This design comes from an exercise in tuning for small area, a short achievable clock period and few clock cycles per item on the open sky130 flow, not from production work.
In this exercise RTL edits were held to simulation tests only and were not proved equivalent to the original.
Power is estimated from default activity; no workload was simulated.

==> design.v <==
module huf_table (
    input  wire        clk,
    input  wire        rst,             
    input  wire        in_valid,
    output wire        in_ready,
    input  wire [4:0]  in_sym,
    input  wire        in_last,         
    output wire        out_valid,
    input  wire        out_ready,
    output wire [4:0]  out_sym,         
    output wire [4:0]  out_len,         
    output wire [30:0] out_code,        
    output wire        out_error,       
    output wire        out_last         
);
    localparam S_CNT  = 2'd0;
    localparam S_WAIT = 2'd1;
    localparam S_RANK = 2'd2;
    localparam S_MRG  = 2'd3;
    integer i;
    function key_lt(input [11:0] a, input [4:0] at, input [11:0] b, input [4:0] bt);
        integer j;
        reg c;
        begin
            c = at < bt;
            for (j = 0; j < 12; j = j + 1)
                c = (a[j] ^ b[j]) ? b[j] : c;
            key_lt = c;
        end
    endfunction
    reg         rst_r;
    reg  [1:0]  st;
    reg         in_rdy;
    assign in_ready = in_rdy;
    wire        in_fire = in_valid && in_rdy;
    reg         s_v, s_last;
    reg  [4:0]  s_sym;
    reg         c_v, c_new, c_last;
    reg  [11:0] cnt  [0:31];            
    reg  [4:0]  ord  [0:31];            
    reg  [31:0] vld;                    
    reg  [5:0]  rk   [0:31];            
    reg  [5:0]  k;
    reg  [31:0] rsel;
    reg  [11:0] rd;
    reg  [4:0]  rid;
    always @* begin
        rd  = 12'd0;
        rid = 5'd0;
        for (i = 0; i < 32; i = i + 1) begin
            if (rsel[i]) begin
                rd  = rd | cnt[i];
                rid = rid | i[4:0];
            end
        end
    end
    reg  [31:0] hit;
    always @* begin
        for (i = 0; i < 32; i = i + 1)
            hit[i] = vld[i] && (ord[i] == s_sym);
    end
    wire        anyhit = |hit;
    wire [31:0] knew   = 32'd1 << k[4:0];
    reg  [5:0]  t;                      
    reg         r1, r2;                 
    reg  [4:0]  r1t;
    reg  [11:0] bw;
    reg  [4:0]  bt;
    reg  [5:0]  p;                      
    reg         x;                      
    reg  [1:0]  lq_n;
    reg  [11:0] lq_w  [0:2];
    reg  [4:0]  lq_id [0:2];
    reg  [4:0]  m;                      
    reg  [4:0]  h;                      
    reg  [11:0] q    [0:15];            
    reg  [4:0]  fc;
    reg  [5:0]  ip   [0:29];            
    reg  [31:0] msel;
    always @* begin
        for (i = 0; i < 32; i = i + 1)
            msel[i] = vld[i] && (rk[i][4:0] == p[4:0]);
    end
    wire [11:0] L1 = lq_w[0];
    wire [11:0] L2 = lq_w[1];
    wire [11:0] F1 = q[0];
    wire [11:0] F2 = q[1];
    wire        hasL1 = lq_n != 2'd0;
    wire        hasL2 = lq_n[1];
    wire        hasF1 = fc != 5'd0;
    wire        hasF2 = fc[4:1] != 4'd0;
    wire        firstL  = hasL1 && (!hasF1 || L1 <= F1);
    wire        secLL   = hasL2 && (!hasF1 || L2 <= F1);    
    wire        secFL   = hasL1 && (!hasF2 || L1 <= F2);    
    wire        lv_out  = (p == k) && !x;                   
    wire        mready  = hasL2 || lv_out || (lq_n == 2'd1 && !firstL);
    wire        mfire   = (st == S_MRG) && mready;
    wire        c_LL = firstL && secLL;
    wire        c_LF = (firstL && !secLL) || (!firstL && secFL);
    wire        c_FF = !firstL && !secFL;
    wire [1:0]  lpop = !mfire ? 2'd0 : c_LL ? 2'd2 : c_LF ? 2'd1 : 2'd0;
    wire [1:0]  fpop = !mfire ? 2'd0 : c_FF ? 2'd2 : c_LF ? 2'd1 : 2'd0;
    wire [11:0] s_LL = L1 + L2;
    wire [11:0] s_LF = L1 + F1;
    wire [11:0] s_FF = F1 + F2;
    wire [11:0] sum  = ({12{c_LL}} & s_LL) | ({12{c_LF}} & s_LF) | ({12{c_FF}} & s_FF);
    wire [1:0]  lq_left = lq_n - lpop;
    wire [1:0]  lq_fill = lq_left + {1'b0, x};              
    wire        issue = (st == S_MRG) && (p != k) && (lq_fill != 2'd3);
    wire        last_merge = (m == k[4:0] - 5'd2);
    reg         eb;                     
    reg         ew;                     
    reg  [4:0]  e;                      
    reg  [5:0]  ek;
    reg  [4:0]  cm;                     
    reg         ci;                     
    reg  [4:0]  ln;
    reg  [15:0] cd;
    reg         ov, oerr, olast;
    reg  [4:0]  osym;
    assign out_valid = ov;
    assign out_sym   = osym;
    assign out_len   = ln;
    assign out_code  = {15'd0, cd};
    assign out_error = oerr;
    assign out_last  = olast;
    wire   out_fire  = ov && out_ready;
    wire [5:0]  wv    = ci ? ip[cm] : rk[e];
    wire [4:0]  eroot = ek[4:0] - 5'd2;
    wire [4:0]  e1    = e + 5'd1;
    wire        q_load = mfire && last_merge;
    wire        q_sh1  = (mfire && fpop == 2'd1) || (out_fire && !olast && !e1[0]);
    wire        q_sh2  = mfire && fpop == 2'd2;
    always @(posedge clk) begin
        rst_r <= rst;
        if (rst) begin
            in_rdy <= 1'b0;
        end else if (rst_r) begin
            in_rdy <= 1'b1;
        end else begin
            if (in_fire && in_last)
                in_rdy <= 1'b0;
            if ((st == S_WAIT && !eb && k == 6'd1) || (mfire && last_merge))
                in_rdy <= 1'b1;
        end
    end
    always @(posedge clk) begin
        if (rst_r) begin
            st     <= S_CNT;
            s_v    <= 1'b0;
            c_v    <= 1'b0;
            vld    <= 32'd0;
            k      <= 6'd0;
            r1     <= 1'b0;
            r2     <= 1'b0;
            x      <= 1'b0;
            lq_n   <= 2'd0;
            eb     <= 1'b0;
            ew     <= 1'b0;
            ov     <= 1'b0;
        end else begin
            s_v <= in_fire;
            if (in_fire) begin
                s_sym  <= in_sym;
                s_last <= in_last;
            end
            c_v <= s_v;
            if (s_v) begin
                c_new  <= !anyhit;
                c_last <= s_last;
                rsel   <= anyhit ? hit : knew;
                if (!anyhit) begin
                    ord[k[4:0]] <= s_sym;
                    vld[k[4:0]] <= 1'b1;
                    k <= k + 6'd1;
                end
            end
            if (c_v) begin
                for (i = 0; i < 32; i = i + 1)
                    if (rsel[i]) cnt[i] <= c_new ? 12'd1 : rd + 12'd1;
                if (c_last)
                    st <= S_WAIT;
            end
            case (st)
            S_WAIT: begin
                if (!eb) begin
                    if (k == 6'd1) begin
                        eb    <= 1'b1;
                        ov    <= 1'b1;
                        oerr  <= 1'b1;
                        olast <= 1'b1;
                        osym  <= ord[0];
                        ln    <= 5'd0;
                        cd    <= 16'd0;
                        vld   <= 32'd0;
                        k     <= 6'd0;
                        st    <= S_CNT;
                    end else begin
                        for (i = 0; i < 32; i = i + 1)
                            rk[i] <= 6'd0;
                        t  <= 6'd0;
                        st <= S_RANK;
                    end
                end
            end
            S_RANK: begin
                r1  <= 1'b0;
                if (t != k) begin
                    rsel <= 32'd1 << t[4:0];
                    r1   <= 1'b1;
                    r1t  <= t[4:0];
                    t    <= t + 6'd1;
                end
                r2 <= r1;
                bw <= rd;
                bt <= r1t;
                if (r2 && !r1) begin
                    p    <= 6'd0;
                    x    <= 1'b0;
                    m    <= 5'd0;
                    h    <= 5'd0;
                    fc   <= 5'd0;
                    lq_n <= 2'd0;
                    st   <= S_MRG;
                end
            end
            S_MRG: begin
                if (mfire) begin
                    if (firstL) rk[lq_id[0]] <= {1'b0, m};
                    else        ip[h]        <= {1'b0, m};
                    if (c_LL)        rk[lq_id[1]]  <= {1'b1, m};
                    else if (c_LF) begin
                        if (firstL)  ip[h]         <= {1'b1, m};
                        else         rk[lq_id[0]]  <= {1'b1, m};
                    end else         ip[h + 5'd1]  <= {1'b1, m};
                    m <= m + 5'd1;
                    h <= h + fpop;
                    fc <= fc - fpop + 5'd1;
                    if (last_merge) begin
                        ek    <= k;
                        eb    <= 1'b1;
                        ew    <= 1'b1;
                        e     <= 5'd0;
                        ci    <= 1'b0;
                        ln    <= 5'd0;
                        cd    <= 16'd0;
                        oerr  <= 1'b0;
                        olast <= 1'b0;
                        osym  <= ord[0];
                        k     <= 6'd0;
                        st    <= S_CNT;
                    end
                end
                begin : lq_upd
                    reg [11:0] nw [0:2];
                    reg [4:0]  ni [0:2];
                    integer j;
                    for (j = 0; j < 3; j = j + 1) begin
                        nw[j] = lq_w[j];
                        ni[j] = lq_id[j];
                    end
                    if (lpop == 2'd1) begin
                        nw[0] = lq_w[1]; ni[0] = lq_id[1];
                        nw[1] = lq_w[2]; ni[1] = lq_id[2];
                    end else if (lpop == 2'd2) begin
                        nw[0] = lq_w[2]; ni[0] = lq_id[2];
                    end
                    if (x) begin
                        nw[lq_left] = rd;
                        ni[lq_left] = rid;
                    end
                    for (j = 0; j < 3; j = j + 1) begin
                        lq_w[j]  <= nw[j];
                        lq_id[j] <= ni[j];
                    end
                    lq_n <= lq_fill;
                end
                x <= issue;
                if (issue) begin
                    rsel <= msel;
                    p    <= p + 6'd1;
                    for (i = 0; i < 32; i = i + 1)
                        if (msel[i]) vld[i] <= 1'b0;
                end
            end
            default: ;
            endcase
            begin : q_upd
                integer j;
                for (j = 0; j < 16; j = j + 1) begin
                    if (q_load)
                        q[j] <= {2'b00, ord[2 * j + 1], ord[2 * j]};
                    else if (mfire && j == fc - fpop)
                        q[j] <= sum;
                    else if (q_sh1)
                        q[j] <= (j < 15) ? q[j + 1] : 12'd0;
                    else if (q_sh2)
                        q[j] <= (j < 14) ? q[j + 2] : 12'd0;
                end
            end
            if (r2) begin
                for (i = 0; i < 32; i = i + 1)
                    if (vld[i] && key_lt(bw, bt, cnt[i], i[4:0]))
                        rk[i][4:0] <= rk[i][4:0] + 5'd1;
            end
            if (ew) begin
                cd[ln] <= wv[5];
                ln     <= ln + 5'd1;
                if (wv[4:0] == eroot) begin
                    ew <= 1'b0;
                    ov <= 1'b1;
                end else begin
                    cm <= wv[4:0];
                    ci <= 1'b1;
                end
            end
            if (out_fire) begin
                ov <= 1'b0;
                if (olast) begin
                    eb <= 1'b0;
                end else begin
                    e     <= e1;
                    osym  <= e1[0] ? q[0][9:5] : q[1][4:0];
                    olast <= ({1'b0, e1} == ek - 6'd1);
                    ln    <= 5'd0;
                    cd    <= 16'd0;
                    ci    <= 1'b0;
                    ew    <= 1'b1;
                end
            end
        end
        if (rst)
            ov <= 1'b0;
    end
endmodule
==> run.sh <==
#!/bin/bash
# synth_recipe.tcl (not shown) runs the flow's synth.tcl, then flattens the netlist and writes it again
# the make line also repeats each setting of config.mk as NAME=value (left out here)
make -C /OpenROAD-flow-scripts/flow DESIGN_CONFIG=/design/flow/config.mk WORK_HOME=/design/flow/orfs CLKGATE_MAP_FILE= SYNTH_SCRIPT=/design/flow/synth_recipe.tcl finish
==> config.mk <==
export PLATFORM = sky130hd
export DESIGN_NAME = huf_table
export DESIGN_NICKNAME = huf_table
export VERILOG_FILES = /design/flow/design.v
export SDC_FILE = /design/flow/constraint.sdc
export NUM_CORES = 4
export LEC_CHECK = 0
export ABC_CLOCK_PERIOD_IN_PS = 6000
export CAP_MARGIN = 30
export CORE_MARGIN = 2
export CORE_UTILIZATION = 40
export SETUP_SLACK_MARGIN = 5
export SLEW_MARGIN = 20
==> constraint.sdc <==
create_clock -name core_clock -period 10.0 [get_ports {clk}]
set_input_delay 2.0000 -clock core_clock [delete_from_list [all_inputs] [get_ports {clk}]]
set_output_delay 2.0000 -clock core_clock [all_outputs]
set_load 0.01 [all_outputs]
==> qor.yml, run 1 <==
outcome:
  outcome: "complete, no violations"
logic_synthesis:
  netlist_instances: 7392
  ys_seq_area_frac: 0.503
  ys_ff_latch: 1355
  yosysWarnings: 7
  ys_top_cells_by_area: "edfxtp_1, nand2_1, xor2_1"
  syn_area_mm2: 0.0785
  yosys.area.top_type: "edfxtp_1"
  async_flop_share: 0
  synth-edff-count: 1231
  avgSynthCellArea_um2: 10.6
  ys_types: 99
  synth_top_area_frac: 0.471
  ys.flop_type: "edfxtp_1"
timing:
  max_slew_margin: 0.186
  clock_skew_ns: 0.0478
  worst_slack_ns: 4.99
  tns_ns: 0
  finalSetupViolations: 0
  max_slew.worst_pin.slew_ns: 1.22
  min_period_over_period: 0.501
  max_freq_ghz: 0.200
  post-route-min-period_ns: 5.01
  rsz0062_at_grt: "true"
  finalMaxSlewViolations: 0
  hold_viol: 0
final_layout:
  multi_input_area_mm2: 0.0375
  fill_cells: 18000
  final_common_cell: "edfxtp_1"
  fin_cells: 10200
  register_area_mm2: 0.0395
  area_growth_pct: 14.0
  most-common-layout-cells: "edfxtp_1, nand2_1, nor2_1, a21oi_1, xor2_1"
  final_cell_area_mm2: 0.0895
  layout-drive-gt1-share: 0.132
  nNetsFinal: 7559
setup_path:
  timing.rr.start: "s_sym[4]"
  arrival_ns: 5.46
  cpMaxStageDelayCell: "nor4_1"
  crit_path_max_fanout: 36
  worstSetupStartpointType: "register"
  crit_type: "reg -> reg"
  crit_path_max_incr_delay_ns: 0.60
  crit_chain: "buf_4, buf_4, xor2_1, nor4_1, and3_1, nor4_1, nand4_1, nor4_4, nand2_2, nor2_1"
  required_ns: 10.45
  critPathBufInv: 2
  cp-startpoint: "s_sym[4]"
  cp-end-kind: "register"
  cpLargestDelayFamily: "simple AND/OR/NAND/NOR gates"
grt:
  grt_max_degree: 242
  grt_pass1_vias: 61500
  antenna_found_initial: 20
  grt_usage: 0.322
  grt_pass1_wl_um: 464000
  gr-total-overflow: 0
hold_path:
  hp-class: "reg -> reg"
  hold_start: "s_last"
power_and_ir_drop:
  peakVddDrop_mv: 0.122
  powerDensity_mw_per_mm2: 138
  p_leak_nw: 31.4
routing:
  drt-vias-per-instance: 6.57
  wl_um: 332000
  wl_met3_um: 36900
  first_iter_violations: 10300
  routed.top_layer: "met5"
  firstDrtPassIters: 7
  post-route-drc-count: 0
  routedWlPerCell_um: 32.7
  vias: 66700
  m1WireLength_um: 130000
  met2_length_um: 143000
  ant_nets: 0
clock_tree:
  cts_tree: "built"
  cts_sinks: 1355
  cts_root_buf: "clkbuf_16"
  numCtsBuffers: 156
  clock_latency_ns: 0.85
  clockBufferDepth: 3
  clkTransAtPathRegs_ns: 0.06
  htreeDepth: 4
  hold_buffers: 0
place:
  place_ws_ns: 3.51
  gp_congestion: 1.04
  dp_cells: 9730
  io_buffers: 39
  dp_hpwl_um: 238000
  dpl_cell_area_mm2: 0.0819
die:
  fp.dieH_um: 447
  pin_count: 55
  start_util: 0.403
  dieArea_mm2: 0.200
  die_x_um: 447
  rows: 162
  coreArea_mm2: 0.195
job:
  drv_cap: 0
[registers in the layout (all words and copies together) (netlist names), 15 cells and up, named ones only]
signal  count
ord       160
q         192
rk        192
vld        32
cnt       384
lq_w       36
lq_id      15
rsel       32
ip        180
cd         16
[through the flow]
| stage | power [W] | util | hold slack [ns] |
|---|---|---|---|
| 2_1_floorplan | 0.00650 | - | 0.400 |
| 3_3_place_gp | 0.00666 | 0.419 | 0.421 |
| 3_5_place_dp | 0.00667 | 0.420 | 0.420 |
| 4_1_cts | 0.0124 | 0.454 | 0.435 |
| 5_1_grt | 0.0126 | 0.459 | 0.447 |
| 6_report | 0.0124 | 0.459 | 0.437 |
[cell usage after synthesis (all sizes together) (71+ instances only)]
master and n:
edfxtp 1231, nand2 818, nor2 443, a21oi 416
clkbuf 379, xor2 345, nand3 306, o21ai 262
o221ai 204, and2 183, a22oi 173, xnor2 173
inv 171, buf 162, a22o 152, nor2b 150
ha 141, dfxtp 124, nand2b 123, mux4 114
nand4 101, nor4 95, and3 92, nor3 87
o22ai 77, o211ai 76, a31oi 71
[area by class of cell]
cell class,instances,area share
Antenna cell,2,0.0000559
Clock buffer,192,0.0472
Clock inverter,91,0.00926
Inverter,174,0.00761
Multi-Input combinational cell,5340,0.419
Sequential cell,1355,0.441
Tap cell,2624,0.0367
Timing Repair Buffer,374,0.0389
Timing Repair inverter,1,0.0000559
[report_power, final]
part	total [W]	internal, W	switching, W
clock network	0.00578	0.00327	0.00251
logic	0.000400	0.000131	0.000269
registers	0.00617	0.00613	0.0000365
[worst reg2reg max path, delay by kind of cell (launching register included)]
kind	cells	cell delay [ns]
xor+xnor	1	0.28
buf+inv	2	0.96
simple gates	7	3.09
flops	1	0.32
[what timing repair did]
action                                  4_1_cts  5_1_grt
gates cloned                                  4        6
endpoints found under the setup margin      930      888
pin swaps                                    40       33
setup buffers                                71       49
resized for setup                           168      115
[routing by layer]
metal  global-route usage  up-vias
met3               0.0703      932
li1                     -    28200
met5                    0        -
met2                0.480     4627
met1                0.435    32900
met4                0.173       18
[kinds of logic (layout without fill, tap and decap cells)]
group,after synthesis,count (layout),share of synthesized area
xor+xnor,518,518,0.0578
simple gates,2558,2562,0.160
fa+ha+maj,198,198,0.0305
other cells,1,17,0.0000478
compound gates,1852,1852,0.167
mux,195,195,0.0435
flops,1355,1355,0.503
buf+inv,715,832,0.0385
[path summary, 6_finish.rpt]
| path | endpoint | slack (ns) | depth (start not counted) |
|---|---|---|---|
| max | ord[8][2] | 4.99 | 10 |
| min | c_last | 0.44 | 0 |
| max reg2reg | ord[8][2] | 4.99 | 10 |
| min reg2reg | c_last | 0.44 | 0 |
Testbench counts, summed over its fixed seeds: cycles 41,955, messages 128.
==> run 2, diff against run 1 <==
--- a/config.mk
+++ b/config.mk
@@ -7,3 +7,3 @@
 export LEC_CHECK = 0
-export ABC_CLOCK_PERIOD_IN_PS = 6000
+export ABC_CLOCK_PERIOD_IN_PS = 2500
 export CAP_MARGIN = 30
==> qor.yml, run 2 <==
outcome:
  outcome: "complete, no violations"
routing:
  routedWlPerCell_um: 32.7
  ant_nets: 0
  post-route-drc-count: 0
  wl_um: 332000
  vias: 66700
  drt-vias-per-instance: 6.57
  firstDrtPassIters: 7
  first_iter_violations: 10300
power_and_ir_drop:
  powerDensity_mw_per_mm2: 138
  p_leak_nw: 31.4
  peakVddDrop_mv: 0.122
  p_total_w: 0.0124
logic_synthesis:
  netlist_instances: 7392
  synth-edff-count: 1231
  synth_top_area_frac: 0.471
  yosys.area.top_type: "edfxtp_1"
  ys_seq_area_frac: 0.503
  syn_area_mm2: 0.0785
  ys_ff_latch: 1355
  ys_types: 99
  synth.most_common_cell: "edfxtp_1"
  synthTopCellsByCount: "edfxtp_1, nand2_1, nor2_1"
  avgSynthCellArea_um2: 10.6
  async_flop_share: 0
  yosysWarnings: 7
  ys_top_cells_by_area: "edfxtp_1, nand2_1, xor2_1"
  ys.flop_type: "edfxtp_1"
setup_path:
  rr_worst_depth: 10
  crit_end: "ord[8][2]"
  worstSetupStartpointType: "register"
  timing.rr.start: "s_sym[4]"
  crit_path_max_fanout: 36
  r2r_setup_slack_ns: 4.99
  arrival_ns: 5.46
  cp-end-kind: "register"
  required_ns: 10.45
  crit_type: "reg -> reg"
  r2r-end: "ord[8][2]"
  cp-startpoint: "s_sym[4]"
timing:
  post-route-min-period_ns: 5.01
  min_period_over_period: 0.501
  tns_ns: 0
  worst_slack_ns: 4.99
  max_slew_margin: 0.186
  rsz0062_at_grt: "true"
  finalMaxSlewViolations: 0
  max_slew.worst_pin.slew_ns: 1.22
  hold_viol: 0
  finalSetupViolations: 0
  clock_skew_ns: 0.0478
  max_freq_ghz: 0.200
grt:
  antenna_found_initial: 20
  grt_pass1_vias: 61500
  grt_max_degree: 242
  grt_pass1_wl_um: 464000
  gr-total-overflow: 0
  grt_usage: 0.322
final_layout:
  fill_cells: 18000
  most-common-layout-cells: "edfxtp_1, nand2_1, nor2_1, a21oi_1, xor2_1"
  final_common_cell: "edfxtp_1"
  post-route-util: 0.459
  nNetsFinal: 7559
  largest_register_ffs: 384
  layout-drive-gt1-share: 0.132
  final_cell_area_mm2: 0.0895
  area_growth_pct: 14.0
  register_area_mm2: 0.0395
  multi_input_area_mm2: 0.0375
  top_register: "cnt"
  reg_top3: "cnt x384, q x192, rk x192"
clock_tree:
  clkTransAtPathRegs_ns: 0.06
  cts_root_buf: "clkbuf_16"
  htreeDepth: 4
  clock_latency_ns: 0.85
  cts_tree: "built"
  cts_sinks: 1355
  hold_buffers: 0
  numCtsBuffers: 156
  clockBufferDepth: 3
place:
  dp_hpwl_um: 238000
  dpl_cell_area_mm2: 0.0819
  io_buffers: 39
  gp_congestion: 1.04
  place_ws_ns: 3.51
hold_path:
  min_delay_path_depth: 0
  hp-class: "reg -> reg"
die:
  dieArea_mm2: 0.200
  coreArea_mm2: 0.195
  start_util: 0.403
  rows: 162
  pin_count: 55
  fp.dieH_um: 447
  die_x_um: 447
job:
  drv_cap: 0
run 2: repair_timing:
item / 4_1_cts / 5_1_grt
endpoints found under the setup margin: 930 / 888
resized for setup: 168 / 115
buffers inserted: 71 / 49
pin swaps: 40 / 33
cloned: 4 / 6
run 2: routing by layer:
layer  vias to the layer above  wire (um)  global-route usage
li1                      28200          -                   -
met1                     32900     130000               0.435
met2                      4627     143000               0.480
met3                       932      36900              0.0703
met4                        18      21700               0.173
met5                         -        122                   0
run 2: final cells by class:
cell class	count	area share
Clock inverter	91	0.00926
Tap cell	2624	0.0367
Multi-Input combinational cell	5340	0.419
Inverter	174	0.00761
Sequential cell	1355	0.441
Timing Repair inverter	1	0.0000559
Timing Repair Buffer	374	0.0389
Antenna cell	2	0.0000559
Clock buffer	192	0.0472
run 2: how the worst min path moves through the flow:
stage | start | end | slack [ns]
floorplan | r1t[0] | bt[0] | 0.40
global placement | s_last | c_last | 0.42
detailed placement | s_last | c_last | 0.42
CTS | s_last | c_last | 0.43
global route | s_last | c_last | 0.45
finish | s_last | c_last | 0.44
run 2: cells by family (layout without fill, tap and decap cells):
group | after synthesis | after routing | share of synthesized area
compound gates | 1852 | 1852 | 0.167
xor+xnor | 518 | 518 | 0.0578
mux | 195 | 195 | 0.0435
buf+inv | 715 | 832 | 0.0385
other cells | 1 | 17 | 0.0000478
flops | 1355 | 1355 | 0.503
simple gates | 2558 | 2562 | 0.160
fa+ha+maj | 198 | 198 | 0.0305
run 2: critical path, stage by stage, from the launching register on:
cell      delay [ns]
edfxtp_1        0.32
buf_4           0.40
buf_4           0.55
xor2_1          0.22
nor4_1          0.12
and3_1          0.23
nor4_1          0.60
nand4_1         0.56
nor4_4          0.54
nand2_2         0.42
nor2_1          0.60
run 2: metrics by stage:
stage / hold WS (ns) / cells
final: 0.437 / 10200
after global routing: 0.447 / 10200
after CTS: 0.435 / 10100
after detailed placement: 0.420 / 9730
after global placement: 0.421 / 9712
after floorplan: 0.400 / 7406
run 2: power breakdown:
group	leakage (nW)	internal, W	switching [W]
logic	16.4	0.000131	0.000269
clock network	2.45	0.00327	0.00251
registers	12.6	0.00613	0.0000365
total	31.4	0.00954	0.00282

[static timing again, ports no longer ideal]
In the flow no input, the clock included, has a driving cell. The finished layouts below were timed again as built, in two steps. Step 1 (the two cells are an assumption about what drives the block):
set clk [get_ports {clk}]
set_driving_cell -lib_cell sky130_fd_sc_hd__clkbuf_16 $clk
set_driving_cell -lib_cell sky130_fd_sc_hd__buf_2 [delete_from_list [all_inputs] $clk]
Step 2 moves the port delays by t, midway between the first and last clock arrival at a register: inputs arrive t later, outputs are due t later. That takes back most of the time a late clock gives input paths. Three values: no drivers, after step 1, after step 2; two values: the first two.
run | t, ns | slack for setup (ns) | hold WS [ns] | clock arrival spread, ns | worst data-port slew with drivers (ns)
run 1 | 0.915 | 4.992 / 4.992 / 4.331 | 0.437 / 0.437 / 0.437 | 0.048 / 0.047 | 0.03
run 2 | 0.915 | 4.992 / 4.992 / 4.331 | 0.437 / 0.437 / 0.437 | 0.048 / 0.047 | 0.03
After both steps setup and hold are still met in every run listed.
